Source: an optimization exercise on an open RTL-to-GDS flow (aim: small area). Production flows keep margins and buffers that such runs may drop.
In this exercise RTL edits were held to simulation tests only and were not proved equivalent to the original.

Design vig_permcore, start of the top module:
module vig_permcore (
    input  wire       clk,
    input  wire       rst,         
    input  wire       in_valid,
    input  wire [1:0] in_op,       
    input  wire [7:0] in_data,
    input  wire [7:0] in_key,
    output wire       in_ready,
    output reg        out_valid,
    output wire [7:0] out_data,
    input  wire       out_ready,
    output reg        pvalid
);
==> flow/config.mk <==
export PLATFORM = sky130hd
export DESIGN_NAME = vig_permcore
export DESIGN_NICKNAME = vig_permcore
export VERILOG_FILES = /design/flow/design.v
export SDC_FILE = /design/flow/constraint.sdc
export NUM_CORES = 8
export LEC_CHECK = 0
export ABC_AREA = 1
export CAP_MARGIN = 20
export CORE_MARGIN = 2
export CORE_UTILIZATION = 50
export PLACE_DENSITY = 0.65
export SLEW_MARGIN = 20
==> flow/constraint.sdc <==
create_clock -name core_clock -period 55.0 [get_ports {clk}]
set_input_delay 11.0000 -clock core_clock [delete_from_list [all_inputs] [get_ports {clk}]]
set_output_delay 11.0000 -clock core_clock [all_outputs]
set_load 0.01 [all_outputs]
standard.sh (not shown) runs the stock make flow with config.mk's settings and CLKGATE_MAP_FILE= SYNTH_SCRIPT=/design/flow/synth_recipe.tcl, a recipe that flattens the netlist after the stock synthesis.
==> flow/flow/run.sh <==
#!/bin/bash
# Own layout flow.
# 1. the standard synthesis, unchanged.
# 2. Full adders flipped where that saves inversions (a full adder with every input
#    and output inverted computes the same), then the combinational logic, except the
#    full adder cells, re-mapped by Yosys and ABC for area; every register keeps its
#    instance name, cell and connections.
# 3. the standard layout of that netlist, with the smallest buffer on the ports
#    and a clock tree of small buffers without dummy loads.
# Each tool writes its full output to a log file here.
set -euo pipefail
res=orfs/results/sky130hd/vig_permcore/base
lib=$FLOW_HOME/platforms/sky130hd/lib/sky130_fd_sc_hd__tt_025C_1v80.lib

bash standard.sh synth > synth.log 2>&1

python3 flow/mklib.py "$lib" comb.lib > mklib.log 2>&1
cp "$res/1_2_yosys.v" standard_1_2_yosys.v
python3 flow/faflip.py standard_1_2_yosys.v flipped.v > faflip.log 2>&1
cat > reopt.ys <<EOY
read_liberty -lib $lib
read_liberty -overwrite comb.lib
read_verilog flipped.v
hierarchy -top $FLOW_TOP
flatten
opt -purge
abc -liberty comb.lib -script flow/abc_area.script
setundef -zero
hilomap -singleton -hicell sky130_fd_sc_hd__conb_1 HI -locell sky130_fd_sc_hd__conb_1 LO
splitnets
opt_clean -purge
rename -hide w:*.*
opt_clean -purge
stat -liberty $lib
write_verilog -noattr -nohex -nodec reopt.v
EOY
yosys -l reopt.log -s reopt.ys > /dev/null 2>&1
cp reopt.v "$res/1_2_yosys.v"
touch "$res/1_2_yosys.v"

bash standard.sh finish \
  BUFFER_PORTS_ARGS="-buffer_cell sky130_fd_sc_hd__buf_1" \
  CTS_ARGS="-sink_clustering_enable -repair_clock_nets -dont_use_dummy_load -buf_list {sky130_fd_sc_hd__clkbuf_4 sky130_fd_sc_hd__clkbuf_8}" \
  > layout.log 2>&1
==> flow/flow/abc_area.script <==
strash
&get -n
&deepsyn -T 60
&put
strash
dch -f
map -a
mfs2
strash
dch -f
map -a
topo
==> flow/flow/mklib.py <==
#!/usr/bin/env python3
"""Write a liberty holding only the platform's combinational cells
(no registers, latches, full adders, tie cells, delay, clock-delay, power or
physical-only cells). Yosys reads it for the cells' functions and ABC maps to it.
usage: mklib.py PLATFORM.lib OUT.lib"""
import re
import sys

src, dst = sys.argv[1], sys.argv[2]
lib = open(src).read()
skip = re.compile(r"(df|dl|sdf|edf|fa_|conb|tap|fill|decap|probe|lpflow|diode|"
                  r"clkdly|dlygate|dlymetal|einv|ebuf|sedf|macro|bleeder)")
groups = []
first = None
for m in re.finditer(r'\n\s*cell\s*\(\s*"?([\w]+)"?\s*\)\s*\{', lib):
    if first is None:
        first = m.start()
    k = lib.index("{", m.start())
    depth = 0
    while True:
        c = lib[k]
        if c == "{":
            depth += 1
        elif c == "}":
            depth -= 1
            if depth == 0:
                break
        k += 1
    if not skip.search(m.group(1)):
        groups.append(lib[m.start():k + 1])
open(dst, "w").write(lib[:first] + "".join(groups) + "\n}\n")
print(f"{len(groups)} cells written to {dst}")
Other scripts of this flow, unchanged in this note and not shown: flow/flow/faflip.py
Rerun with:
==> flow/flow/abc_area.script (replaced) <==
strash
&get -n
&deepsyn -T 60
&st
&nf -R 1000 -p -a
&put
topo
After rerunning: Wire length decreases by 2.7%; area after synthesis decreases by 2.3%; final area came out lower by 2.0%; via count fell by 7.0%; clock skew went up by 18 ps; synthesized cell count fell by 19%; global-route usage went down by 0.63 points; cell count falls by 15%; die area shrinks by 2.2%.
Rerun with:
--- a/flow/flow/run.sh
+++ b/flow/flow/run.sh
@@ -5,3 +5,3 @@
 #    and output inverted computes the same), then the combinational logic, except the
-#    full adder cells, re-mapped by Yosys and ABC for area; every register keeps its
+#    adder cells, re-mapped by Yosys and ABC for area; every register keeps its
 #    instance name, cell and connections.
==> flow/flow/abc_area.script (replaced) <==
strash
&get -n
&deepsyn -T 60
&put
strash
dch -f
map -a
mfs2
strash
dch -f
map -a
topo
--- a/flow/flow/mklib.py
+++ b/flow/flow/mklib.py
@@ -1,4 +1,4 @@
 #!/usr/bin/env python3
-"""Write a liberty holding only the platform's combinational cells
-(no registers, latches, full adders, tie cells, delay, clock-delay, power or
+"""Write a liberty holding only the platform's single-output combinational cells
+(no registers, latches, adder cells, tie cells, delay, clock-delay, power or
 physical-only cells). Yosys reads it for the cells' functions and ABC maps to it.
@@ -10,3 +10,3 @@
 lib = open(src).read()
-skip = re.compile(r"(df|dl|sdf|edf|fa_|conb|tap|fill|decap|probe|lpflow|diode|"
+skip = re.compile(r"(df|dl|sdf|edf|fa_|ha_|conb|tap|fill|decap|probe|lpflow|diode|"
                   r"clkdly|dlygate|dlymetal|einv|ebuf|sedf|macro|bleeder)")
After rerunning:
- setup slack hardly moves
- global-route usage fell by 0.15 points
Rerun with:
==> flow/flow/abc_area.script (replaced) <==
strash
dc2
strash
dch -f
map -a
mfs2
strash
dch -f
map -a
topo
After rerunning:
- first-iteration DRC count is unchanged
- final cell count goes up by a few percent
- worst hold slack stays flat
- cell area goes up slightly

[separate check: timing with driven ports]
The flow's constraints put no driver on any port. The routed layouts listed below were extracted and timed again, unchanged, in two steps. Step 1, drivers: a clkbuf_16 drives clk and a buf_2 each remaining input, both assumed. Step 2 moves the port delays by t, midway between the first and last clock arrival at a register: inputs arrive t later, outputs are due t later. That takes back most of the time a late clock gives input paths. a / b / c = ideal / step 1 / step 2; a / b = the first two.
run	t, ns	slack for setup (ns)	worst slew at a driven data input, ns	cell pins on the clock port's net
the first run	0.411	32.202 / 32.202 / 32.202	0.03	1
the second run	0.401	32.555 / 32.531 / 32.531	0.04	1
the third run	0.383	32.556 / 32.531 / 32.531	0.03	1
the fourth run	0.401	32.572 / 32.550 / 32.550	0.03	1
After both steps every run listed still meets setup and hold. For the third run, which loses most, drivers alone change the setup slack by -0.025 ns; drivers and shift together by -0.025 ns.
